Context: an optimization exercise on an open-source flow, tuned for small area, a short achievable clock period and few clock cycles. The choices shown serve that exercise and are no tape-out recipe.
The RTL was checked by simulation tests, not by an equivalence proof against the original design.
No activity file was given, so power comes from the tool's default toggle rates.

==> design.v <==
module can_codec (
    input  wire        clk,
    input  wire        rst,           
    input  wire        cmd_valid,
    input  wire [63:0] cmd_word,
    output wire        cmd_ready,
    input  wire        rx_load,
    input  wire [31:0] rx_id,
    input  wire [7:0]  rx_len,
    input  wire [63:0] rx_data,       
    output wire [7:0]  proto,
    output reg         txv,
    output wire [31:0] txf_id,
    output wire [7:0]  txf_len,
    output wire [63:0] txf_data,
    output reg  [31:0] rxf_id,
    output reg  [7:0]  rxf_len,
    output reg  [63:0] rxf_data,
    output wire [7:0]  meas_addr,
    output wire [31:0] meas_v,
    output wire [31:0] meas_i,
    output wire [31:0] meas_t,
    output wire [31:0] meas_s,
    output wire [31:0] meas_c,
    output wire [7:0]  meas_p,
    output wire [7:0]  status
);
    localparam [3:0] ST_IDLE = 4'h0, ST_FRAME = 4'h1, ST_UNSUPPORTED = 4'h2,
                     ST_SELECT_OK = 4'h3, ST_SELECT_REJ = 4'h4, ST_OK = 4'h5,
                     ST_UNKNOWN = 4'h6, ST_INVALID = 4'h7, ST_ILLEGAL = 4'h8;
    localparam integer STEPS = 7;     
    localparam [2:0]   NCYC  = 3'd4;  
    function [7:0] dstep125;    
        input [7:0] t;
        begin
            case (t)
                8'd0: dstep125 = {1'b0, 7'd0};
                8'd1: dstep125 = {1'b0, 7'd1};
                8'd2: dstep125 = {1'b0, 7'd2};
                8'd3: dstep125 = {1'b0, 7'd3};
                8'd4: dstep125 = {1'b0, 7'd4};
                8'd5: dstep125 = {1'b0, 7'd5};
                8'd6: dstep125 = {1'b0, 7'd6};
                8'd7: dstep125 = {1'b0, 7'd7};
                8'd8: dstep125 = {1'b0, 7'd8};
                8'd9: dstep125 = {1'b0, 7'd9};
                8'd10: dstep125 = {1'b0, 7'd10};
                8'd11: dstep125 = {1'b0, 7'd11};
                8'd12: dstep125 = {1'b0, 7'd12};
                8'd13: dstep125 = {1'b0, 7'd13};
                8'd14: dstep125 = {1'b0, 7'd14};
                8'd15: dstep125 = {1'b0, 7'd15};
                8'd16: dstep125 = {1'b0, 7'd16};
                8'd17: dstep125 = {1'b0, 7'd17};
                8'd18: dstep125 = {1'b0, 7'd18};
                8'd19: dstep125 = {1'b0, 7'd19};
                8'd20: dstep125 = {1'b0, 7'd20};
                8'd21: dstep125 = {1'b0, 7'd21};
                8'd22: dstep125 = {1'b0, 7'd22};
                8'd23: dstep125 = {1'b0, 7'd23};
                8'd24: dstep125 = {1'b0, 7'd24};
                8'd25: dstep125 = {1'b0, 7'd25};
                8'd26: dstep125 = {1'b0, 7'd26};
                8'd27: dstep125 = {1'b0, 7'd27};
                8'd28: dstep125 = {1'b0, 7'd28};
                8'd29: dstep125 = {1'b0, 7'd29};
                8'd30: dstep125 = {1'b0, 7'd30};
                8'd31: dstep125 = {1'b0, 7'd31};
                8'd32: dstep125 = {1'b0, 7'd32};
                8'd33: dstep125 = {1'b0, 7'd33};
                8'd34: dstep125 = {1'b0, 7'd34};
                8'd35: dstep125 = {1'b0, 7'd35};
                8'd36: dstep125 = {1'b0, 7'd36};
                8'd37: dstep125 = {1'b0, 7'd37};
                8'd38: dstep125 = {1'b0, 7'd38};
                8'd39: dstep125 = {1'b0, 7'd39};
                8'd40: dstep125 = {1'b0, 7'd40};
                8'd41: dstep125 = {1'b0, 7'd41};
                8'd42: dstep125 = {1'b0, 7'd42};
                8'd43: dstep125 = {1'b0, 7'd43};
                8'd44: dstep125 = {1'b0, 7'd44};
                8'd45: dstep125 = {1'b0, 7'd45};
                8'd46: dstep125 = {1'b0, 7'd46};
                8'd47: dstep125 = {1'b0, 7'd47};
                8'd48: dstep125 = {1'b0, 7'd48};
                8'd49: dstep125 = {1'b0, 7'd49};
                8'd50: dstep125 = {1'b0, 7'd50};
                8'd51: dstep125 = {1'b0, 7'd51};
                8'd52: dstep125 = {1'b0, 7'd52};
                8'd53: dstep125 = {1'b0, 7'd53};
                8'd54: dstep125 = {1'b0, 7'd54};
                8'd55: dstep125 = {1'b0, 7'd55};
                8'd56: dstep125 = {1'b0, 7'd56};
                8'd57: dstep125 = {1'b0, 7'd57};
                8'd58: dstep125 = {1'b0, 7'd58};
                8'd59: dstep125 = {1'b0, 7'd59};
                8'd60: dstep125 = {1'b0, 7'd60};
                8'd61: dstep125 = {1'b0, 7'd61};
                8'd62: dstep125 = {1'b0, 7'd62};
                8'd63: dstep125 = {1'b0, 7'd63};
                8'd64: dstep125 = {1'b0, 7'd64};
                8'd65: dstep125 = {1'b0, 7'd65};
                8'd66: dstep125 = {1'b0, 7'd66};
                8'd67: dstep125 = {1'b0, 7'd67};
                8'd68: dstep125 = {1'b0, 7'd68};
                8'd69: dstep125 = {1'b0, 7'd69};
                8'd70: dstep125 = {1'b0, 7'd70};
                8'd71: dstep125 = {1'b0, 7'd71};
                8'd72: dstep125 = {1'b0, 7'd72};
                8'd73: dstep125 = {1'b0, 7'd73};
                8'd74: dstep125 = {1'b0, 7'd74};
                8'd75: dstep125 = {1'b0, 7'd75};
                8'd76: dstep125 = {1'b0, 7'd76};
                8'd77: dstep125 = {1'b0, 7'd77};
                8'd78: dstep125 = {1'b0, 7'd78};
                8'd79: dstep125 = {1'b0, 7'd79};
                8'd80: dstep125 = {1'b0, 7'd80};
                8'd81: dstep125 = {1'b0, 7'd81};
                8'd82: dstep125 = {1'b0, 7'd82};
                8'd83: dstep125 = {1'b0, 7'd83};
                8'd84: dstep125 = {1'b0, 7'd84};
                8'd85: dstep125 = {1'b0, 7'd85};
                8'd86: dstep125 = {1'b0, 7'd86};
                8'd87: dstep125 = {1'b0, 7'd87};
                8'd88: dstep125 = {1'b0, 7'd88};
                8'd89: dstep125 = {1'b0, 7'd89};
                8'd90: dstep125 = {1'b0, 7'd90};
                8'd91: dstep125 = {1'b0, 7'd91};
                8'd92: dstep125 = {1'b0, 7'd92};
                8'd93: dstep125 = {1'b0, 7'd93};
                8'd94: dstep125 = {1'b0, 7'd94};
                8'd95: dstep125 = {1'b0, 7'd95};
                8'd96: dstep125 = {1'b0, 7'd96};
                8'd97: dstep125 = {1'b0, 7'd97};
                8'd98: dstep125 = {1'b0, 7'd98};
                8'd99: dstep125 = {1'b0, 7'd99};
                8'd100: dstep125 = {1'b0, 7'd100};
                8'd101: dstep125 = {1'b0, 7'd101};
                8'd102: dstep125 = {1'b0, 7'd102};
                8'd103: dstep125 = {1'b0, 7'd103};
                8'd104: dstep125 = {1'b0, 7'd104};
                8'd105: dstep125 = {1'b0, 7'd105};
                8'd106: dstep125 = {1'b0, 7'd106};
                8'd107: dstep125 = {1'b0, 7'd107};
                8'd108: dstep125 = {1'b0, 7'd108};
                8'd109: dstep125 = {1'b0, 7'd109};
                8'd110: dstep125 = {1'b0, 7'd110};
                8'd111: dstep125 = {1'b0, 7'd111};
                8'd112: dstep125 = {1'b0, 7'd112};
                8'd113: dstep125 = {1'b0, 7'd113};
                8'd114: dstep125 = {1'b0, 7'd114};
                8'd115: dstep125 = {1'b0, 7'd115};
                8'd116: dstep125 = {1'b0, 7'd116};
                8'd117: dstep125 = {1'b0, 7'd117};
                8'd118: dstep125 = {1'b0, 7'd118};
                8'd119: dstep125 = {1'b0, 7'd119};
                8'd120: dstep125 = {1'b0, 7'd120};
                8'd121: dstep125 = {1'b0, 7'd121};
                8'd122: dstep125 = {1'b0, 7'd122};
                8'd123: dstep125 = {1'b0, 7'd123};
                8'd124: dstep125 = {1'b0, 7'd124};
                8'd125: dstep125 = {1'b1, 7'd0};
                8'd126: dstep125 = {1'b1, 7'd1};
                8'd127: dstep125 = {1'b1, 7'd2};
                8'd128: dstep125 = {1'b1, 7'd3};
                8'd129: dstep125 = {1'b1, 7'd4};
                8'd130: dstep125 = {1'b1, 7'd5};
                8'd131: dstep125 = {1'b1, 7'd6};
                8'd132: dstep125 = {1'b1, 7'd7};
                8'd133: dstep125 = {1'b1, 7'd8};
                8'd134: dstep125 = {1'b1, 7'd9};
                8'd135: dstep125 = {1'b1, 7'd10};
                8'd136: dstep125 = {1'b1, 7'd11};
                8'd137: dstep125 = {1'b1, 7'd12};
                8'd138: dstep125 = {1'b1, 7'd13};
                8'd139: dstep125 = {1'b1, 7'd14};
                8'd140: dstep125 = {1'b1, 7'd15};
                8'd141: dstep125 = {1'b1, 7'd16};
                8'd142: dstep125 = {1'b1, 7'd17};
                8'd143: dstep125 = {1'b1, 7'd18};
                8'd144: dstep125 = {1'b1, 7'd19};
                8'd145: dstep125 = {1'b1, 7'd20};
                8'd146: dstep125 = {1'b1, 7'd21};
                8'd147: dstep125 = {1'b1, 7'd22};
                8'd148: dstep125 = {1'b1, 7'd23};
                8'd149: dstep125 = {1'b1, 7'd24};
                8'd150: dstep125 = {1'b1, 7'd25};
                8'd151: dstep125 = {1'b1, 7'd26};
                8'd152: dstep125 = {1'b1, 7'd27};
                8'd153: dstep125 = {1'b1, 7'd28};
                8'd154: dstep125 = {1'b1, 7'd29};
                8'd155: dstep125 = {1'b1, 7'd30};
                8'd156: dstep125 = {1'b1, 7'd31};
                8'd157: dstep125 = {1'b1, 7'd32};
                8'd158: dstep125 = {1'b1, 7'd33};
                8'd159: dstep125 = {1'b1, 7'd34};
                8'd160: dstep125 = {1'b1, 7'd35};
                8'd161: dstep125 = {1'b1, 7'd36};
                8'd162: dstep125 = {1'b1, 7'd37};
                8'd163: dstep125 = {1'b1, 7'd38};
                8'd164: dstep125 = {1'b1, 7'd39};
                8'd165: dstep125 = {1'b1, 7'd40};
                8'd166: dstep125 = {1'b1, 7'd41};
                8'd167: dstep125 = {1'b1, 7'd42};
                8'd168: dstep125 = {1'b1, 7'd43};
                8'd169: dstep125 = {1'b1, 7'd44};
                8'd170: dstep125 = {1'b1, 7'd45};
                8'd171: dstep125 = {1'b1, 7'd46};
                8'd172: dstep125 = {1'b1, 7'd47};
                8'd173: dstep125 = {1'b1, 7'd48};
                8'd174: dstep125 = {1'b1, 7'd49};
                8'd175: dstep125 = {1'b1, 7'd50};
                8'd176: dstep125 = {1'b1, 7'd51};
                8'd177: dstep125 = {1'b1, 7'd52};
                8'd178: dstep125 = {1'b1, 7'd53};
                8'd179: dstep125 = {1'b1, 7'd54};
                8'd180: dstep125 = {1'b1, 7'd55};
                8'd181: dstep125 = {1'b1, 7'd56};
                8'd182: dstep125 = {1'b1, 7'd57};
                8'd183: dstep125 = {1'b1, 7'd58};
                8'd184: dstep125 = {1'b1, 7'd59};
                8'd185: dstep125 = {1'b1, 7'd60};
                8'd186: dstep125 = {1'b1, 7'd61};
                8'd187: dstep125 = {1'b1, 7'd62};
                8'd188: dstep125 = {1'b1, 7'd63};
                8'd189: dstep125 = {1'b1, 7'd64};
                8'd190: dstep125 = {1'b1, 7'd65};
                8'd191: dstep125 = {1'b1, 7'd66};
                8'd192: dstep125 = {1'b1, 7'd67};
                8'd193: dstep125 = {1'b1, 7'd68};
                8'd194: dstep125 = {1'b1, 7'd69};
                8'd195: dstep125 = {1'b1, 7'd70};
                8'd196: dstep125 = {1'b1, 7'd71};
                8'd197: dstep125 = {1'b1, 7'd72};
                8'd198: dstep125 = {1'b1, 7'd73};
                8'd199: dstep125 = {1'b1, 7'd74};
                8'd200: dstep125 = {1'b1, 7'd75};
                8'd201: dstep125 = {1'b1, 7'd76};
                8'd202: dstep125 = {1'b1, 7'd77};
                8'd203: dstep125 = {1'b1, 7'd78};
                8'd204: dstep125 = {1'b1, 7'd79};
                8'd205: dstep125 = {1'b1, 7'd80};
                8'd206: dstep125 = {1'b1, 7'd81};
                8'd207: dstep125 = {1'b1, 7'd82};
                8'd208: dstep125 = {1'b1, 7'd83};
                8'd209: dstep125 = {1'b1, 7'd84};
                8'd210: dstep125 = {1'b1, 7'd85};
                8'd211: dstep125 = {1'b1, 7'd86};
                8'd212: dstep125 = {1'b1, 7'd87};
                8'd213: dstep125 = {1'b1, 7'd88};
                8'd214: dstep125 = {1'b1, 7'd89};
                8'd215: dstep125 = {1'b1, 7'd90};
                8'd216: dstep125 = {1'b1, 7'd91};
                8'd217: dstep125 = {1'b1, 7'd92};
                8'd218: dstep125 = {1'b1, 7'd93};
                8'd219: dstep125 = {1'b1, 7'd94};
                8'd220: dstep125 = {1'b1, 7'd95};
                8'd221: dstep125 = {1'b1, 7'd96};
                8'd222: dstep125 = {1'b1, 7'd97};
                8'd223: dstep125 = {1'b1, 7'd98};
                8'd224: dstep125 = {1'b1, 7'd99};
                8'd225: dstep125 = {1'b1, 7'd100};
                8'd226: dstep125 = {1'b1, 7'd101};
                8'd227: dstep125 = {1'b1, 7'd102};
                8'd228: dstep125 = {1'b1, 7'd103};
                8'd229: dstep125 = {1'b1, 7'd104};
                8'd230: dstep125 = {1'b1, 7'd105};
                8'd231: dstep125 = {1'b1, 7'd106};
                8'd232: dstep125 = {1'b1, 7'd107};
                8'd233: dstep125 = {1'b1, 7'd108};
                8'd234: dstep125 = {1'b1, 7'd109};
                8'd235: dstep125 = {1'b1, 7'd110};
                8'd236: dstep125 = {1'b1, 7'd111};
                8'd237: dstep125 = {1'b1, 7'd112};
                8'd238: dstep125 = {1'b1, 7'd113};
                8'd239: dstep125 = {1'b1, 7'd114};
                8'd240: dstep125 = {1'b1, 7'd115};
                8'd241: dstep125 = {1'b1, 7'd116};
                8'd242: dstep125 = {1'b1, 7'd117};
                8'd243: dstep125 = {1'b1, 7'd118};
                8'd244: dstep125 = {1'b1, 7'd119};
                8'd245: dstep125 = {1'b1, 7'd120};
                8'd246: dstep125 = {1'b1, 7'd121};
                8'd247: dstep125 = {1'b1, 7'd122};
                8'd248: dstep125 = {1'b1, 7'd123};
                8'd249: dstep125 = {1'b1, 7'd124};
                8'd250: dstep125 = {1'b1, 7'd125};
                8'd251: dstep125 = {1'b1, 7'd126};
                8'd252: dstep125 = {1'b1, 7'd127};
                8'd253: dstep125 = {1'b1, 7'd0};
                8'd254: dstep125 = {1'b1, 7'd1};
                8'd255: dstep125 = {1'b1, 7'd2};
                default: dstep125 = 8'd0;
            endcase
        end
    endfunction
    function [5:0] dstep25;    
        input [5:0] t;
        begin
            case (t)
                6'd0: dstep25 = {1'b0, 5'd0};
                6'd1: dstep25 = {1'b0, 5'd1};
                6'd2: dstep25 = {1'b0, 5'd2};
                6'd3: dstep25 = {1'b0, 5'd3};
                6'd4: dstep25 = {1'b0, 5'd4};
                6'd5: dstep25 = {1'b0, 5'd5};
                6'd6: dstep25 = {1'b0, 5'd6};
                6'd7: dstep25 = {1'b0, 5'd7};
                6'd8: dstep25 = {1'b0, 5'd8};
                6'd9: dstep25 = {1'b0, 5'd9};
                6'd10: dstep25 = {1'b0, 5'd10};
                6'd11: dstep25 = {1'b0, 5'd11};
                6'd12: dstep25 = {1'b0, 5'd12};
                6'd13: dstep25 = {1'b0, 5'd13};
                6'd14: dstep25 = {1'b0, 5'd14};
                6'd15: dstep25 = {1'b0, 5'd15};
                6'd16: dstep25 = {1'b0, 5'd16};
                6'd17: dstep25 = {1'b0, 5'd17};
                6'd18: dstep25 = {1'b0, 5'd18};
                6'd19: dstep25 = {1'b0, 5'd19};
                6'd20: dstep25 = {1'b0, 5'd20};
                6'd21: dstep25 = {1'b0, 5'd21};
                6'd22: dstep25 = {1'b0, 5'd22};
                6'd23: dstep25 = {1'b0, 5'd23};
                6'd24: dstep25 = {1'b0, 5'd24};
                6'd25: dstep25 = {1'b1, 5'd0};
                6'd26: dstep25 = {1'b1, 5'd1};
                6'd27: dstep25 = {1'b1, 5'd2};
                6'd28: dstep25 = {1'b1, 5'd3};
                6'd29: dstep25 = {1'b1, 5'd4};
                6'd30: dstep25 = {1'b1, 5'd5};
                6'd31: dstep25 = {1'b1, 5'd6};
                6'd32: dstep25 = {1'b1, 5'd7};
                6'd33: dstep25 = {1'b1, 5'd8};
                6'd34: dstep25 = {1'b1, 5'd9};
                6'd35: dstep25 = {1'b1, 5'd10};
                6'd36: dstep25 = {1'b1, 5'd11};
                6'd37: dstep25 = {1'b1, 5'd12};
                6'd38: dstep25 = {1'b1, 5'd13};
                6'd39: dstep25 = {1'b1, 5'd14};
                6'd40: dstep25 = {1'b1, 5'd15};
                6'd41: dstep25 = {1'b1, 5'd16};
                6'd42: dstep25 = {1'b1, 5'd17};
                6'd43: dstep25 = {1'b1, 5'd18};
                6'd44: dstep25 = {1'b1, 5'd19};
                6'd45: dstep25 = {1'b1, 5'd20};
                6'd46: dstep25 = {1'b1, 5'd21};
                6'd47: dstep25 = {1'b1, 5'd22};
                6'd48: dstep25 = {1'b1, 5'd23};
                6'd49: dstep25 = {1'b1, 5'd24};
                6'd50: dstep25 = {1'b1, 5'd25};
                6'd51: dstep25 = {1'b1, 5'd26};
                6'd52: dstep25 = {1'b1, 5'd27};
                6'd53: dstep25 = {1'b1, 5'd28};
                6'd54: dstep25 = {1'b1, 5'd29};
                6'd55: dstep25 = {1'b1, 5'd30};
                6'd56: dstep25 = {1'b1, 5'd31};
                6'd57: dstep25 = {1'b1, 5'd0};
                6'd58: dstep25 = {1'b1, 5'd1};
                6'd59: dstep25 = {1'b1, 5'd2};
                6'd60: dstep25 = {1'b1, 5'd3};
                6'd61: dstep25 = {1'b1, 5'd4};
                6'd62: dstep25 = {1'b1, 5'd5};
                6'd63: dstep25 = {1'b1, 5'd6};
                default: dstep25 = 6'd0;
            endcase
        end
    endfunction
    function [3:0] dstep5;    
        input [3:0] t;
        begin
            case (t)
                4'd0: dstep5 = {1'b0, 3'd0};
                4'd1: dstep5 = {1'b0, 3'd1};
                4'd2: dstep5 = {1'b0, 3'd2};
                4'd3: dstep5 = {1'b0, 3'd3};
                4'd4: dstep5 = {1'b0, 3'd4};
                4'd5: dstep5 = {1'b1, 3'd0};
                4'd6: dstep5 = {1'b1, 3'd1};
                4'd7: dstep5 = {1'b1, 3'd2};
                4'd8: dstep5 = {1'b1, 3'd3};
                4'd9: dstep5 = {1'b1, 3'd4};
                4'd10: dstep5 = {1'b1, 3'd5};
                4'd11: dstep5 = {1'b1, 3'd6};
                4'd12: dstep5 = {1'b1, 3'd7};
                4'd13: dstep5 = {1'b1, 3'd0};
                4'd14: dstep5 = {1'b1, 3'd1};
                4'd15: dstep5 = {1'b1, 3'd2};
                default: dstep5 = 4'd0;
            endcase
        end
    endfunction
    reg        proto_b;               
    reg  [3:0] st;                    
    reg        p_wait;                
    reg  [1:0] s_ph;                  
    reg        tx_on;                 
    reg        tx_p;                  
    reg  [3:0] tx_k;                  
    reg  [6:0] tx_a;                  
    reg [31:0] tx_body;               
    reg  [2:0] m_f;                   
    reg  [6:0] m_a;
    reg [31:0] m_val;
    reg        dv_ok;                 
    reg  [2:0] dv_cnt;                
    reg  [1:0] dv_d;                  
    reg        dv_t;                  
    reg        dv_neg;                
    reg        dv_z;                  
    reg  [4:0] dv_lz;                 
    reg  [6:0] dv_r;                  
    reg [31:0] dv_q;                  
    assign cmd_ready = !(p_wait || s_ph != 2'd0);
    assign proto     = {7'd0, proto_b};
    assign status    = {4'd0, st};
    wire       acc    = cmd_ready;
    wire       cmd    = acc && cmd_valid;
    wire       load   = acc && rx_load;
    wire [7:0] op     = cmd_word[7:0];
    wire [6:0] a7     = cmd_word[14:8];
    wire [7:0] tag    = cmd_word[23:16];
    wire [31:0] value = cmd_word[63:32];
    wire tx_req = (tx_k < 4'd5);
    reg [15:0] code_b;
    reg [7:0]  code_a;
    always @(*) begin
        case (tx_k)
            4'd0: begin code_a = 8'h62; code_b = 16'h0101; end
            4'd1: begin code_a = 8'h30; code_b = 16'h0102; end
            4'd2: begin code_a = 8'h31; code_b = 16'h0103; end
            4'd3: begin code_a = 8'h32; code_b = 16'h0104; end
            4'd4: begin code_a = 8'h33; code_b = 16'h0105; end
            4'd5: begin code_a = 8'h40; code_b = 16'h0201; end
            4'd6: begin code_a = 8'h41; code_b = 16'h0202; end
            4'd7: begin code_a = 8'h42; code_b = 16'h0203; end
            default: begin code_a = 8'h43; code_b = 16'h0204; end
        endcase
    end
    assign txf_len  = {4'd0, tx_on, 3'd0};
    assign txf_id   = !tx_on ? 32'd0 :
                      tx_p ? (tx_req ? 32'h8180_0000 : 32'h8180_0400) | ({25'd0, tx_a} << 11)
                           : (tx_req ? 32'h8240_0000 : 32'h8240_2000) | ({25'd0, tx_a} << 14);
    assign txf_data[31:0]  = tx_body;
    assign txf_data[63:32] = !tx_on ? 32'd0 :
                             tx_p ? {8'hA5, 8'h5A, code_b} : {8'h12, code_a, 16'h0000};
    assign meas_addr = {1'b0, m_a};
    assign meas_v = (m_f == 3'd1) ? m_val : 32'd0;
    assign meas_i = (m_f == 3'd2) ? m_val : 32'd0;
    assign meas_t = (m_f == 3'd3) ? m_val : 32'd0;
    assign meas_s = (m_f == 3'd4) ? m_val : 32'd0;
    assign meas_c = (m_f == 3'd5) ? m_val : 32'd0;
    assign meas_p = {2'b00, m_f == 3'd5, m_f == 3'd4, m_f == 3'd3, m_f == 3'd2,
                     m_f == 3'd1, m_f != 3'd0};
    reg  [3:0] e_k;
    always @(*) begin
        case (op[3:0])
            4'h2: e_k = 4'd0;  4'h3: e_k = 4'd1;  4'h4: e_k = 4'd2;
            4'h5: e_k = 4'd3;  4'h6: e_k = 4'd4;  4'h7: e_k = 4'd5;
            4'h8: e_k = 4'd6;  4'h9, 4'hA, 4'hB: e_k = 4'd7;
            default: e_k = 4'd8;
        endcase
    end
    reg [31:0] e_body;
    always @(*) begin
        case (op[3:0])
            4'h7, 4'h8: e_body = value;           
            4'h9:       e_body = 32'h0000_0001;
            4'hA:       e_body = 32'h0000_0002;
            4'hC:       e_body = proto_b ? 32'h55 : 32'h01;
            4'hD:       e_body = proto_b ? 32'hAA : 32'h00;
            default:    e_body = 32'd0;
        endcase
    end
    wire        v_sign = tx_body[31];
    wire [7:0]  v_exp  = tx_body[30:23];
    wire [33:0] v_m    = {10'd0, 1'b1, tx_body[22:0]};
    wire        m1000  = !tx_p && (tx_k == 4'd5);   
    wire [33:0] sp_a   = m1000 ? (v_m << 10) : (v_m << 9);
    wire [33:0] sp_b   = m1000 ? ~(v_m << 4) : (v_m << 8);
    wire [33:0] sp_c   = m1000 ? ~(v_m << 3) : (v_m << 5);
    wire [33:0] sp     = sp_a + sp_b + sp_c + (m1000 ? 34'd2 : 34'd0);
    wire        sp_hi  = sp[33];
    wire [23:0] sp_m   = sp_hi ? sp[33:10] : sp[32:9];
    wire        sp_g   = sp_hi ? sp[9] : sp[8];
    wire        sp_s   = (sp_hi & sp[8]) | (|sp[7:0]);
    wire [24:0] sp_mr  = {1'b0, sp_m} + {24'd0, sp_g & (sp_s | sp_m[0])};
    wire [8:0]  sp_rs  = {1'b0, m1000 ? 8'd148 : 8'd151} - {8'd0, sp_hi} - {1'b0, v_exp}
                         - {8'd0, sp_mr[24]};
    wire        sp_ok  = !v_sign && v_exp != 8'h00 && v_exp != 8'hFF && !sp_rs[8] &&
                         sp_rs[7:5] == 3'd0;
    wire [31:0] sp_h1  = {sp_ok, 3'd0, sp_rs[4:0], sp_mr[24] ? 23'd0 : sp_mr[22:0]};
    wire [30:0] sp_x   = {1'b1, tx_body[22:0], 7'd0};
    wire [30:0] sp_y   = sp_x >> tx_body[27:23];
    wire [31:0] sp_h2  = tx_body[31] ? {1'b0, sp_y} : 32'd0;
    wire        d_match = proto_b ? ((rxf_id & 32'h9FFC_0000) == 32'h8180_0000)
                                  : ((rxf_id & 32'h9FE0_0000) == 32'h8240_0000);
    wire        d_valid = d_match && (rxf_len == 8'd8);
    wire [6:0]  d_addr  = proto_b ? rxf_id[17:11] : rxf_id[20:14];
    wire [7:0]  ca = rxf_data[55:48];
    wire [15:0] cb = rxf_data[47:32];
    wire f_v = proto_b ? (cb == 16'h0101) : (ca == 8'h62);
    wire f_i = proto_b ? (cb == 16'h0102) : (ca == 8'h30);
    wire f_t = proto_b ? (cb == 16'h0103) : (ca == 8'h31);
    wire f_s = proto_b ? (cb == 16'h0104) : (ca == 8'h32);
    wire f_c = proto_b ? (cb == 16'h0105) : (ca == 8'h33);
    wire [2:0] d_f = f_v ? 3'd1 : f_i ? 3'd2 : f_t ? 3'd3 : f_s ? 3'd4 : f_c ? 3'd5 : 3'd0;
    wire [31:0] raw = rxf_data[31:0];
    reg [31:0] nn;
    reg [4:0]  nz;
    always @(*) begin
        nn = raw;
        nz[4] = (nn[31:16] == 16'd0); if (nz[4]) nn = {nn[15:0], 16'd0};
        nz[3] = (nn[31:24] == 8'd0);  if (nz[3]) nn = {nn[23:0], 8'd0};
        nz[2] = (nn[31:28] == 4'd0);  if (nz[2]) nn = {nn[27:0], 4'd0};
        nz[1] = (nn[31:30] == 2'd0);  if (nz[1]) nn = {nn[29:0], 2'd0};
        nz[0] = (nn[31] == 1'b0);     if (nz[0]) nn = {nn[30:0], 1'b0};
    end
    wire        i_neg = f_t && raw[31];
    wire [1:0]  i_d   = !proto_b ? 2'd0 : (f_c || f_t) ? 2'd2 : 2'd1;
    wire [31:0] i_x   = f_t ? (raw ^ {32{i_neg}}) : nn;
    reg  [35:0] i_rq;
    always @(*) begin
        case ({f_t, i_d})
            3'b000, 3'b100: i_rq = {i_x, 4'd0};        
            3'b001:         i_rq = {2'd0, i_x, 2'd0};  
            3'b110:         i_rq = {1'd0, i_x, 3'd0};  
            default:        i_rq = {4'd0, i_x};        
        endcase
    end
    reg  [6:0]  c125;
    reg  [4:0]  c25;
    reg  [2:0]  c5;
    reg  [STEPS-1:0] q125, q25, q5;
    reg  [7:0]  o125;
    reg  [5:0]  o25;
    reg  [3:0]  o5;
    integer j;
    always @(*) begin
        c125 = dv_r;
        c25  = dv_r[4:0];
        c5   = dv_r[2:0];
        for (j = 0; j < STEPS; j = j + 1) begin
            o125 = dstep125({c125, dv_q[31-j]});
            o25  = dstep25({c25, dv_q[31-j]});
            o5   = dstep5({c5, dv_q[31-j]});
            c125 = o125[6:0];  q125[STEPS-1-j] = o125[7];
            c25  = o25[4:0];   q25[STEPS-1-j]  = o25[5];
            c5   = o5[2:0];    q5[STEPS-1-j]   = o5[3];
        end
    end
    wire [6:0]       s_r = (dv_d == 2'd0) ? c125 : (dv_d == 2'd1) ? {2'd0, c25} : {4'd0, c5};
    wire [STEPS-1:0] s_b = (dv_d == 2'd0) ? q125 : (dv_d == 2'd1) ? q25 : q5;
    wire [31:0]      s_q = {dv_q[31-STEPS:0], s_b};
    wire [27:0] Q     = dv_q[27:0];
    wire        q_hi  = Q[25];
    wire [23:0] q_m   = q_hi ? Q[25:2] : Q[24:1];
    wire        q_g   = q_hi ? Q[1] : Q[0];
    wire        q_st  = (q_hi & Q[0]) | (dv_r != 7'd0) | (dv_q[31:28] != 4'd0);
    wire [24:0] q_mr  = {1'b0, q_m} + {24'd0, q_g & (q_st | q_m[0])};
    wire [7:0]  q_adj = (dv_d == 2'd0) ? 8'd124 : (dv_d == 2'd1) ? 8'd127 : 8'd130;
    wire [7:0]  q_e   = q_adj + 8'd24 + {7'd0, q_hi} + {7'd0, q_mr[24]} - {3'd0, dv_lz};
    wire [31:0] q_fl  = dv_z ? 32'd0 : {1'b0, q_e, q_mr[24] ? 23'd0 : q_mr[22:0]};
    wire [27:0] tq    = (dv_d == 2'd0) ? {3'd0, Q[27:3]} : Q;
    wire        t_e   = (dv_d == 2'd0) ? (Q[2:0] == 3'd7 && dv_r == 7'd124)
                                       : (dv_q[31] && dv_r == 7'd4);
    wire [31:0] q_tm  = dv_neg ? (~{4'd0, tq} + {31'd0, !t_e}) : {4'd0, tq};
    wire [31:0] q_res = dv_t ? q_tm : q_fl;
    wire        dv_fin = dv_ok && (dv_cnt == 3'd0);
    always @(posedge clk) begin
        if (rst) begin
            proto_b <= 1'b0;
            st      <= ST_IDLE;
            p_wait  <= 1'b0;
            s_ph    <= 2'd0;
            txv     <= 1'b0;
            tx_on   <= 1'b0;
            tx_p    <= 1'b0;
            tx_k    <= 4'd0;
            tx_a    <= 7'd0;
            tx_body <= 32'd0;
            m_f     <= 3'd0;
            m_a     <= 7'd0;
            rxf_id  <= 32'd0;
            rxf_len <= 8'd0;
            rxf_data <= 64'd0;
            dv_ok   <= 1'b0;
        end else begin
            if (!dv_ok) begin
                dv_ok  <= 1'b1;
                dv_cnt <= NCYC;
                dv_d   <= i_d;
                dv_t   <= f_t;
                dv_neg <= i_neg;
                dv_z   <= !nn[31];
                dv_lz  <= nz;
                dv_r   <= {3'd0, i_rq[35:32]};
                dv_q   <= i_rq[31:0];
            end else if (dv_cnt != 3'd0) begin
                dv_cnt <= dv_cnt - 3'd1;
                dv_r   <= s_r;
                dv_q   <= s_q;
            end
            if (s_ph == 2'd1) begin
                s_ph    <= 2'd2;
                tx_body <= sp_h1;
            end
            if (s_ph == 2'd2) begin
                s_ph    <= 2'd0;
                tx_body <= sp_h2;
            end
            if (p_wait && dv_fin) begin
                p_wait <= 1'b0;
                st     <= ST_OK;
                m_f    <= d_f;
                m_a    <= d_addr;
                m_val  <= q_res;
            end
            if (load) begin
                rxf_id   <= rx_id;
                rxf_len  <= rx_len;
                rxf_data <= rx_data;
                dv_ok    <= 1'b0;
            end
            if (cmd) begin
                case (op)
                    8'h01: begin
                        if (tag[7:1] == 7'd0) begin
                            proto_b <= tag[0];
                            st      <= ST_SELECT_OK;
                            dv_ok   <= 1'b0;
                        end else begin
                            st      <= ST_SELECT_REJ;
                        end
                    end
                    8'h02, 8'h03, 8'h04, 8'h05, 8'h06, 8'h07, 8'h08,
                    8'h09, 8'h0A, 8'h0C, 8'h0D: begin
                        tx_on   <= 1'b1;
                        tx_p    <= proto_b;
                        tx_k    <= e_k;
                        tx_a    <= a7;
                        tx_body <= e_body;
                        txv     <= 1'b1;
                        st      <= ST_FRAME;
                        s_ph    <= {1'b0, (op[3:1] == 3'b011) || (op[3:0] == 4'h8)};
                    end
                    8'h0B: begin
                        if (proto_b) begin
                            tx_on   <= 1'b1;
                            tx_p    <= 1'b1;
                            tx_k    <= 4'd7;
                            tx_a    <= a7;
                            tx_body <= 32'd0;
                            txv     <= 1'b1;
                            st      <= ST_FRAME;
                        end else begin
                            txv     <= 1'b0;
                            st      <= ST_UNSUPPORTED;
                        end
                    end
                    8'h0E: begin
                        m_f <= 3'd0;
                        m_a <= 7'd0;
                        if (!d_valid) begin
                            st <= ST_INVALID;
                        end else begin
                            if (!proto_b)
                                rxf_data[47:32] <= 16'h0000;
                            if (d_f == 3'd0) begin
                                st <= ST_UNKNOWN;
                            end else if (f_s) begin
                                st    <= ST_OK;
                                m_f   <= 3'd4;
                                m_a   <= d_addr;
                                m_val <= raw;
                            end else if (dv_fin) begin
                                st    <= ST_OK;
                                m_f   <= d_f;
                                m_a   <= d_addr;
                                m_val <= q_res;
                            end else begin
                                p_wait <= 1'b1;
                            end
                        end
                    end
                    default: st <= ST_ILLEGAL;
                endcase
            end
        end
    end
endmodule
==> run.sh <==
#!/bin/bash
# synth_recipe.tcl (not shown) runs the flow's synth.tcl, then flattens the netlist and writes it again
# the make line also repeats each setting of config.mk as NAME=value (left out here)
make -C /OpenROAD-flow-scripts/flow DESIGN_CONFIG=/design/flow/config.mk WORK_HOME=/design/flow/orfs CLKGATE_MAP_FILE= SYNTH_SCRIPT=/design/flow/synth_recipe.tcl finish
==> config.mk <==
export PLATFORM = sky130hd
export DESIGN_NAME = can_codec
export DESIGN_NICKNAME = can_codec
export VERILOG_FILES = /design/flow/design.v
export SDC_FILE = /design/flow/constraint.sdc
export NUM_CORES = 4
export LEC_CHECK = 0
export ABC_AREA = 1
export CAP_MARGIN = 20
export CORE_MARGIN = 2
export CORE_UTILIZATION = 40
export SLEW_MARGIN = 20
==> constraint.sdc <==
create_clock -name core_clock -period 14.0 [get_ports {clk}]
set_input_delay 2.8000 -clock core_clock [delete_from_list [all_inputs] [get_ports {clk}]]
set_output_delay 2.8000 -clock core_clock [all_outputs]
set_load 0.01 [all_outputs]
==> results.sh, run 1 <==
export IMPL_die_area_um2=72800
export IMPL_clock_path_buffers=3
export IMPL_post_cts_resized=0
export IMPL_postRouteAntennaNets=0
export IMPL_final_cell_mix="nand2_1, inv_1, clkdlybuf4s50_1"
export IMPL_tritoncts="done"
export IMPL_p_sw_mw=3.25
export IMPL_place_inst=5811
export IMPL_drt_iter0_drc=3157
export IMPL_finalWorstSetupSlack_ns=4.30
export IMPL_dp_hpwl_um=87500
export IMPL_hold_viol=0
export IMPL_crit_top_cell="nand2_1"
export IMPL_ir_drop_uv=285
export IMPL_area_growth_pct=22.9
export IMPL_drt_pass1_iter_count=6
export IMPL_die_w_um=270
export IMPL_cts_hold_buffers_added=0
export IMPL_grt_max_degree=97
export IMPL_ys_seq_elements=266
export IMPL_cp_max_fo=66
export IMPL_grt_use_total=0.294
export IMPL_crit_required_ns=14.52
export IMPL_final_util=0.496
export IMPL_leakage_nw=15.6
export IMPL_cpMaxStageDelayCell="fa_1"
export IMPL_routedWlPerCell_um=19.1
export IMPL_worst_slew_pin_slew_ns=1.07
export IMPL_clk_latency_ns=0.61
export IMPL_cpPeakStageDelay_ns=0.56
export IMPL_critPathKind="reg -> reg"
export IMPL_synth_largest_area_cell="nand2_1"
export IMPL_cp_end_kind="register"
export IMPL_fillCellCount=7347
export IMPL_netlist_instances=4546
export IMPL_rsz0062_at_grt="false"
export IMPL_grt_pass1_vias=29300
export IMPL_rows=97
export IMPL_critPathLaunchType="register"
export IMPL_gp_congestion=0.945
export IMPL_status="finished clean"
export IMPL_cellPowerDensity_nw_per_um2=171
export IMPL_port_buffers=512
export IMPL_htreeDepth=1
export IMPL_netlist_top_cells_area="nand2_1, dfxtp_1, edfxtp_1"
export IMPL_chipHeight_um=270
export IMPL_yosys_warnings=1
export IMPL_pre_cts_ws_ns=4.38
export IMPL_max_freq_ghz=0.103
export IMPL_synth_edf_count=84
export IMPL_timing_final_crit_share=0.693
export IMPL_arrival_ns=10.23
export IMPL_p_int_mw=2.69
export IMPL_design_area_um2=34700
export IMPL_clkPwrFrac=0.139
export IMPL_fin_crit_ns=9.70
export IMPL_finalWirelength_um=112000
export IMPL_synth_top_area_frac=0.139
export IMPL_core_region_area_um2=70000
export IMPL_synth_distinct_cells=74
export IMPL_p_sw_frac=0.547
export IMPL_setup_viol=0
export IMPL_antenna_found_initial=8
export IMPL_root_buffer="clkbuf_16"
export IMPL_cts_buffers=31
export IMPL_hp_class="reg -> reg"
export IMPL_final_setup_tns_ns=0
export IMPL_post_route_drc_count=0
export IMPL_async_flop_share=0
export IMPL_cts_sinks=266
export IMPL_skew_ns=0.0155
export IMPL_path_clk_slew_ns=0.06
export IMPL_netlist_area_um2=28200
export IMPL_avgSynthCellArea_um2=6.21
export IMPL_gr_total_overflow=0
export IMPL_via_count=31600
export IMPL_stdcell_count=5876
export IMPL_nets=5243
export IMPL_final_common_cell="nand2_1"
export IMPL_placed_cell_area_um2=33700
export IMPL_finalMaxSlewViolations=0
export IMPL_cts_setup_buffers=0
export IMPL_max_slew_margin_rel=0.285
export IMPL_drive_gt1_frac=0.0562
export IMPL_grt_pass1_wl_um=172000
export IMPL_sequentialPowerShare=0.162
export IMPL_start_util=0.403
export IMPL_seq_area_frac_synth=0.218
export IMPL_synthFlopType="dfxtp_1"
export IMPL_ios=574
export IMPL_combPwrFrac=0.699
export IMPL_viasPerCell=5.37
export IMPL_maxCapViolations=0
[Yosys cell counts (all sizes together) (23+ instances only)]
cell type  instances
o21ai            495
a21oi            324
ha               141
mux2i             55
o211ai            45
edfxtp            84
nor2             503
fa                26
nor3              50
nand4             62
nand3            264
a221oi            24
o22ai             48
inv              558
nor4              25
buf              107
xor2              36
nand2           1107
clkbuf           166
or2               23
o221ai            39
dfxtp            182
a31oi             26
[sequential cells by signal, indices dropped and copies added, names as in the netlist, 3 cells and up, named ones only]
register and count:
rxf_data 64, tx_k 4, m_a 7, st 4, dv_q 32, m_f 3
rxf_id 32, tx_a 7, rxf_len 8, dv_r 7, dv_lz 5, m_val 32
dv_cnt 3, tx_body 32
[cell families after synthesis]
kind of cell    after synthesis  synth area share
simple gates               2044             0.313
fa+ha+maj                   167            0.0809
mux                          55            0.0195
xor+xnor                     46            0.0143
other cells                   1          0.000133
flops                       266             0.218
compound gates             1120             0.229
buf+inv                     847             0.125
[worst paths after layout]
| kind | startpoint | to | slack, ns | cells after the start |
|---|---|---|---|---|
| max | tx_k[3]$_SDFFE_PP0P_ | tx_body[31]$_SDFF_PP0_ | 4.30 | 44 |
| min | rxf_id[7]$_SDFFE_PP0P_ | rxf_id[7]$_SDFFE_PP0P_ | 0.46 | 2 |
| max reg2reg | tx_k[3]$_SDFFE_PP0P_ | tx_body[31]$_SDFF_PP0_ | 4.30 | 44 |
| min reg2reg | rxf_id[7]$_SDFFE_PP0P_ | rxf_id[7]$_SDFFE_PP0P_ | 0.46 | 2 |
[stage by stage]
step / hold slack (ns) / power [mW]
detailed placement: 0.453 / 5.08
finish: 0.462 / 5.94
CTS: 0.462 / 5.93
global placement: 0.450 / 5.04
global route: 0.477 / 6.58
floorplan: 0.445 / 4.16
[layer usage]
layer	routed length [um]	GRT usage
met3	8710	0.0539
met2	51100	0.485
met1	48800	0.390
met4	3640	0.0902
met5	27	0
[power by group through the flow]
stage,Combinational (mW),Clock (mW),Sequential (mW)
2_1_floorplan,3.21,0,0.944
3_3_place_gp,4.07,0,0.978
4_1_cts,4.12,0.840,0.963
3_5_place_dp,4.11,0,0.979
6_report,4.15,0.827,0.964
5_1_grt,4.74,0.870,0.972
[worst max-delay path, delay by kind of cell (launching register included)]
family	cells	cell delay (ns)
adder cells (fa/ha/maj)	5	2.12
buffers and inverters	6	1.71
XOR/XNOR	1	0.14
AND/OR/NAND/NOR	24	3.64
flip-flops	1	0.55
AO/OA/AOI/OAI	8	1.41
[area by class of cell]
type / count / area [um^2] / area share
flip-flops and latches: 266 / 6170 / 0.178
multi-input cells: 3484 / 18800 / 0.541
well taps: 940 / 1180 / 0.0339
diodes: 7 / 17.5 / 0.000504
inverters: 574 / 2160 / 0.0623
clock buffers: 46 / 953 / 0.0275
clock inverters: 12 / 85.1 / 0.00245
repair buffers: 547 / 5390 / 0.155
Testbench counts, summed over its fixed seeds: cycles 23,039.
==> run 2, diff against run 1 <==
--- a/design.v
+++ b/design.v
@@ -394,6 +394,7 @@
     reg  [3:0] st;                    
     reg        p_wait;                
     reg  [1:0] s_ph;                  
+    reg        sp_hi;                 
     reg        tx_on;                 
     reg        tx_p;                  
     reg  [3:0] tx_k;                  
@@ -464,7 +465,7 @@
     reg [31:0] e_body;
     always @(*) begin
         case (op[3:0])
-            4'h7, 4'h8: e_body = value;           
+            4'h7, 4'h8: e_body = a_body;          
             4'h9:       e_body = 32'h0000_0001;
             4'hA:       e_body = 32'h0000_0002;
             4'hC:       e_body = proto_b ? 32'h55 : 32'h01;
@@ -472,27 +473,35 @@
             default:    e_body = 32'd0;
         endcase
     end
-    wire        v_sign = tx_body[31];
-    wire [7:0]  v_exp  = tx_body[30:23];
-    wire [33:0] v_m    = {10'd0, 1'b1, tx_body[22:0]};
+    wire        a_m1000 = !proto_b && (op[3:0] == 4'h7);
+    wire [7:0]  a_exp   = value[30:23];
+    wire [23:0] a_mt    = {1'b1, value[22:0]};
+    wire [7:0]  a_rs    = (a_m1000 ? 8'd148 : 8'd151) - a_exp;
+    wire        a_ok    = !value[31] && (a_m1000 ? (a_exp >= 8'd115 && a_exp <= 8'd148)
+                                                 : (a_exp >= 8'd118 && a_exp <= 8'd151));
+    wire        a_hi    = a_m1000 ? (a_mt >= 24'd8589935) : (a_mt >= 24'd10737419);
+    wire [31:0] a_body  = {a_ok, a_rs[5:0], 2'b00, value[22:0]};
+    wire [34:0] v_m    = {11'd0, 1'b1, tx_body[22:0]};
     wire        m1000  = !tx_p && (tx_k == 4'd5);   
-    wire [33:0] sp_a   = m1000 ? (v_m << 10) : (v_m << 9);
-    wire [33:0] sp_b   = m1000 ? ~(v_m << 4) : (v_m << 8);
-    wire [33:0] sp_c   = m1000 ? ~(v_m << 3) : (v_m << 5);
-    wire [33:0] sp     = sp_a + sp_b + sp_c + (m1000 ? 34'd2 : 34'd0);
-    wire        sp_hi  = sp[33];
-    wire [23:0] sp_m   = sp_hi ? sp[33:10] : sp[32:9];
-    wire        sp_g   = sp_hi ? sp[9] : sp[8];
-    wire        sp_s   = (sp_hi & sp[8]) | (|sp[7:0]);
-    wire [24:0] sp_mr  = {1'b0, sp_m} + {24'd0, sp_g & (sp_s | sp_m[0])};
-    wire [8:0]  sp_rs  = {1'b0, m1000 ? 8'd148 : 8'd151} - {8'd0, sp_hi} - {1'b0, v_exp}
-                         - {8'd0, sp_mr[24]};
-    wire        sp_ok  = !v_sign && v_exp != 8'h00 && v_exp != 8'hFF && !sp_rs[8] &&
-                         sp_rs[7:5] == 3'd0;
-    wire [31:0] sp_h1  = {sp_ok, 3'd0, sp_rs[4:0], sp_mr[24] ? 23'd0 : sp_mr[22:0]};
-    wire [30:0] sp_x   = {1'b1, tx_body[22:0], 7'd0};
-    wire [30:0] sp_y   = sp_x >> tx_body[27:23];
-    wire [31:0] sp_h2  = tx_body[31] ? {1'b0, sp_y} : 32'd0;
+    wire [34:0] sp_a   = m1000 ? (v_m << 10) : (v_m << 9);
+    wire [34:0] sp_b   = m1000 ? ~(v_m << 4) : (v_m << 8);
+    wire [34:0] sp_c   = m1000 ? ~(v_m << 3) : (v_m << 5);
+    wire [34:0] sp_k   = (m1000 ? 35'd2 : 35'd0) + (sp_hi ? 35'd512 : 35'd256);
+    wire [34:0] sp_s1  = sp_a ^ sp_b ^ sp_c;
+    wire [34:0] sp_c1  = {(sp_a[33:0] & sp_b[33:0]) | (sp_a[33:0] & sp_c[33:0]) |
+                          (sp_b[33:0] & sp_c[33:0]), 1'b0};
+    wire [34:0] sp_s2  = sp_s1 ^ sp_c1 ^ sp_k;
+    wire [34:0] sp_c2  = {(sp_s1[33:0] & sp_c1[33:0]) | (sp_s1[33:0] & sp_k[33:0]) |
+                          (sp_c1[33:0] & sp_k[33:0]), 1'b0};
+    wire [34:0] sp     = sp_s2 + sp_c2;
+    wire        sp_tie = sp_hi ? (sp[9:0] == 10'd0) : (sp[8:0] == 9'd0);
+    wire [24:0] sp_mr  = sp_hi ? {sp[34:11], sp[10] & !sp_tie} : {sp[33:10], sp[9] & !sp_tie};
+    wire [31:0] sp_h1  = {tx_body[31:25], sp_mr};
+    wire        sp_ov  = tx_body[24];
+    wire [6:0]  sp_rs  = {1'b0, tx_body[30:25]} - {6'd0, sp_hi} - {6'd0, sp_ov};
+    wire [30:0] sp_x   = {1'b1, sp_ov ? 23'd0 : tx_body[22:0], 7'd0};
+    wire [30:0] sp_y   = sp_x >> sp_rs[4:0];
+    wire [31:0] sp_h2  = (tx_body[31] && sp_rs[6:5] == 2'b00) ? {1'b0, sp_y} : 32'd0;
     wire        d_match = proto_b ? ((rxf_id & 32'h9FFC_0000) == 32'h8180_0000)
                                   : ((rxf_id & 32'h9FE0_0000) == 32'h8240_0000);
     wire        d_valid = d_match && (rxf_len == 8'd8);
@@ -559,8 +568,10 @@
     wire        q_st  = (q_hi & Q[0]) | (dv_r != 7'd0) | (dv_q[31:28] != 4'd0);
     wire [24:0] q_mr  = {1'b0, q_m} + {24'd0, q_g & (q_st | q_m[0])};
     wire [7:0]  q_adj = (dv_d == 2'd0) ? 8'd124 : (dv_d == 2'd1) ? 8'd127 : 8'd130;
-    wire [7:0]  q_e   = q_adj + 8'd24 + {7'd0, q_hi} + {7'd0, q_mr[24]} - {3'd0, dv_lz};
-    wire [31:0] q_fl  = dv_z ? 32'd0 : {1'b0, q_e, q_mr[24] ? 23'd0 : q_mr[22:0]};
+    wire [7:0]  q_e0  = q_adj + 8'd24 + {7'd0, q_hi} - {3'd0, dv_lz};
+    wire [7:0]  q_e1  = q_adj + 8'd25 + {7'd0, q_hi} - {3'd0, dv_lz};
+    wire        q_ov  = (q_m == 24'hFFFFFF) && q_g;    
+    wire [31:0] q_fl  = dv_z ? 32'd0 : {1'b0, q_ov ? q_e1 : q_e0, q_mr[22:0]};
     wire [27:0] tq    = (dv_d == 2'd0) ? {3'd0, Q[27:3]} : Q;
     wire        t_e   = (dv_d == 2'd0) ? (Q[2:0] == 3'd7 && dv_r == 7'd124)
                                        : (dv_q[31] && dv_r == 7'd4);
@@ -643,6 +654,7 @@
                         txv     <= 1'b1;
                         st      <= ST_FRAME;
                         s_ph    <= {1'b0, (op[3:1] == 3'b011) || (op[3:0] == 4'h8)};
+                        sp_hi   <= a_hi;
                     end
                     8'h0B: begin
                         if (proto_b) begin
--- a/config.mk
+++ b/config.mk
@@ -9,4 +9,6 @@
 export CAP_MARGIN = 20
 export CORE_MARGIN = 2
 export CORE_UTILIZATION = 40
+export SETUP_SLACK_MARGIN = 5
 export SLEW_MARGIN = 20
+export TNS_END_PERCENT = 100
==> run 2 against run 1 <==
Still clean on timing, DRC and antenna; wire length up 6.1%; register-to-register slack gained 2.5 ns; clock skew increased by 0.017 ns; critical path depth decreased by 30.
==> results.sh, run 2 <==
export IMPL_design_area_um2=35000
export IMPL_final_cell_mix="nand2_1, inv_1, clkdlybuf4s50_1"
export IMPL_synth_simple_area_share=0.301
export IMPL_cellPowerDensity_nw_per_um2=163
export IMPL_critPathKind="in -> reg"
export IMPL_path_clk_slew_ns=0.06
export IMPL_clk_latency_ns=0.58
export IMPL_whs_ns=0.462
export IMPL_synth_fa_ha_area_frac=0.0935
export IMPL_netlist_area_um2=28300
export IMPL_netlist_instances=4586
export IMPL_tritoncts="done"
export IMPL_skew_ns=0.0326
export IMPL_critPathLaunchType="primary input"
export IMPL_cp_top_family="simple AND/OR/NAND/NOR gates"
export IMPL_post_route_drc_count=0
export IMPL_final_setup_tns_ns=0
export IMPL_multi_input_area_um2=18700
export IMPL_port_buffers=512
export IMPL_ys_seq_elements=267
export IMPL_grt_pass1_vias=29500
export IMPL_gr_total_overflow=0
export IMPL_endpoint="m_val[20]$_DFFE_PN_"
export IMPL_via_count=32200
export IMPL_synthTopCellsByCount="nand2_1, inv_1, nor2_1"
export IMPL_maxCapViolations=0
export IMPL_worst_r2r_cell_count=30
export IMPL_cpPeakStageDelay_ns=0.90
export IMPL_synthFlopType="dfxtp_1"
export IMPL_muxShareOfSynthArea=0.00919
export IMPL_rows=97
export IMPL_root_buffer="clkbuf_16"
export IMPL_regMostFlops="rxf_data"
export IMPL_seq_area_frac_synth=0.219
export IMPL_synth_distinct_cells=74
export IMPL_gp_congestion=0.962
export IMPL_cpMaxStageDelayCell="nor4_1"
export IMPL_chipHeight_um=270
export IMPL_crit_required_ns=14.31
export IMPL_synth_compound_area_share=0.237
export IMPL_r2r_start="rxf_data[31]$_SDFFE_PP0P_"
export IMPL_synth_edf_count=85
export IMPL_dp_hpwl_um=93900
export IMPL_routedWlPerCell_um=20.1
export IMPL_nets=5313
export IMPL_path_depth=14
export IMPL_path_cells="clkdlybuf4s50_1 -> nor4_1 -> inv_1 -> nor3_1 -> nand2_1 -> a2111oi_0 -> buf_4 -> nand2_1 -> buf_4 -> clkinv_1 -> o221ai_1 -> a21oi_1 -> a31o_2 -> inv_1"
export IMPL_ir_drop_uv=235
export IMPL_synth_top_area_frac=0.138
export IMPL_status="finished clean"
export IMPL_final_common_cell="nand2_1"
export IMPL_max_slew_margin_rel=0.213
export IMPL_fin_crit_ns=7.25
export IMPL_start_util=0.405
export IMPL_grt_max_degree=91
export IMPL_seqCellArea_um2=6200
export IMPL_hold_viol=0
export IMPL_hp_class="reg -> reg"
export IMPL_cts_setup_buffers=0
export IMPL_finalWirelength_um=119000
export IMPL_area_growth_pct=23.7
export IMPL_yosys_warnings=1
export IMPL_r2r_slack_ns=6.79
export IMPL_stdcell_count=5916
export IMPL_timing_final_crit_share=0.518
export IMPL_die_area_um2=73000
export IMPL_crit_buf_inv=6
export IMPL_netlist_top_cells_area="nand2_1, dfxtp_1, edfxtp_1"
export IMPL_cp_max_fo=32
export IMPL_drt_iter0_drc=3077
export IMPL_synth_most_common_cell="nand2_1"
export IMPL_clock_path_buffers=3
export IMPL_cts_hold_buffers_added=0
export IMPL_rsz0062_at_grt="false"
export IMPL_fillCellCount=7383
export IMPL_worst_slew_pin_slew_ns=1.18
export IMPL_cp_end_kind="register"
export IMPL_arrival_ns=7.56
export IMPL_post_cts_resized=0
export IMPL_async_flop_share=0
export IMPL_htreeDepth=2
export IMPL_cp_startpoint="cmd_word[4]"
export IMPL_avgSynthCellArea_um2=6.18
export IMPL_cts_buffers=35
export IMPL_core_region_area_um2=70000
export IMPL_leakage_nw=15.8
export IMPL_synth_xor_xnor_area_share=0.0117
export IMPL_drive_gt1_frac=0.0583
export IMPL_antenna_found_initial=14
export IMPL_viasPerCell=5.44
export IMPL_die_w_um=270
export IMPL_setup_viol=0
export IMPL_drt_pass1_iter_count=6
export IMPL_synth_top_family_by_area="simple AND/OR/NAND/NOR gates"
export IMPL_synth_largest_area_cell="nand2_1"
export IMPL_max_freq_ghz=0.138
export IMPL_ios=574
export IMPL_postRouteAntennaNets=0
export IMPL_cts_sinks=267
export IMPL_largest_reg_flops=64
export IMPL_finalMaxSlewViolations=0
export IMPL_total_power_mw=5.72
export IMPL_grt_pass1_wl_um=180000
export IMPL_place_inst=5849
export IMPL_grt_use_total=0.314
export IMPL_placed_cell_area_um2=33800
## run 2: cell types whose count changed in the layout (fill, tap and decap cells not counted), sizes merged, moves of 14 or more
cell	change
o21ai	+42
xor2	-14
mux2i	-29
ha	+26
nand2	-16
nand3	-52
inv	+42
a21oi	-21
nor2	+38
o221ai	+21
o2111ai	-15
nand4	-19
o22ai	+20
## run 2: worst min-delay path by stage
stage | slack, ns | end | from | cells after the start
after floorplan | 0.45 | tx_a[2]$_SDFFE_PP0P_ | tx_a[2]$_SDFFE_PP0P_ | 2
after global placement | 0.45 | txv$_SDFFE_PP0P_ | txv$_SDFFE_PP0P_ | 2
after detailed placement | 0.46 | rxf_data[61]$_SDFFE_PP0P_ | rxf_data[61]$_SDFFE_PP0P_ | 2
after CTS | 0.47 | rxf_data[61]$_SDFFE_PP0P_ | rxf_data[61]$_SDFFE_PP0P_ | 2
after global routing | 0.49 | rxf_id[4]$_SDFFE_PP0P_ | rxf_id[4]$_SDFFE_PP0P_ | 2
final | 0.46 | txv$_SDFFE_PP0P_ | txv$_SDFFE_PP0P_ | 2
## run 2: cells by family after synthesis
family          Yosys count
buf+inv                 891
other cells               1
fa+ha+maj               195
mux                      26
flops                   267
xor+xnor                 38
compound gates         1159
simple gates           2009
## run 2: cell type report
class	count	area share
well taps	940	0.0336
repair buffers	547	0.154
clock inverters	11	0.00439
clock buffers	51	0.0302
flip-flops and latches	267	0.177
diodes	5	0.000357
inverters	616	0.0660
multi-input cells	3479	0.535
## run 2: worst reg2reg max path, delay by kind of cell, from the launching register on
| kind | cells | cell delay (ns) |
|---|---|---|
| AND/OR/NAND/NOR | 14 | 2.70 |
| flip-flops | 1 | 0.31 |
| AO/OA/AOI/OAI | 6 | 1.44 |
| buffers and inverters | 9 | 2.47 |
| adder cells (fa/ha/maj) | 1 | 0.17 |
## run 2: where the power goes
group | switching [mW] | internal, mW | leakage, nW | total [mW]
Combinational | 2.59 | 1.20 | 12.8 | 3.79
Clock | 0.388 | 0.569 | 0.591 | 0.957
Sequential | 0.0895 | 0.879 | 2.34 | 0.969
## run 2: layer usage
layer  global-route usage  up-vias  routed length (um)
met1                0.413    14800               50600
met4                0.103       12                3870
met2                0.512     1278               54200
met5                    0        -                  87
li1                     -    15900                   -
met3               0.0658      186               10300
## run 2: metrics by stage
| stage | worst slack [ns] | utilization |
|---|---|---|
| final | 6.75 | 0.500 |
| after global routing | 6.06 | 0.500 |
| after CTS | 6.78 | 0.500 |
| after detailed placement | 6.22 | 0.483 |
| after global placement | 6.20 | 0.483 |
| after floorplan | 7.65 | - |
Testbench counts of run 2, summed over its fixed seeds: cycles 23,039.

[port drivers added, routing unchanged]
Ports are ideal in the flow. The routed layouts listed here were re-timed in OpenROAD. Step 1 assumes that a clkbuf_16 drives the clock port and a buf_2 every other input. Step 2 adds t to the input delays and takes it off the output delays; t is the mean of the earliest and latest rising clock arrival at the registers after step 1. Input paths then give back, and output paths get back, about the clock's delay inside the block. a / b / c = ideal / step 1 / step 2; a / b = the first two.
run	t, ns	setup WS [ns]	pins driven straight from the clock port
run 1	0.658	4.298 / 4.298 / 4.298	1
run 2	0.625	6.747 / 6.787 / 6.167	1
After both steps setup and hold are still met in every run listed. The setup slack of run 2, which loses most, moves by +0.040 ns with the drivers and by -0.580 ns with both steps.
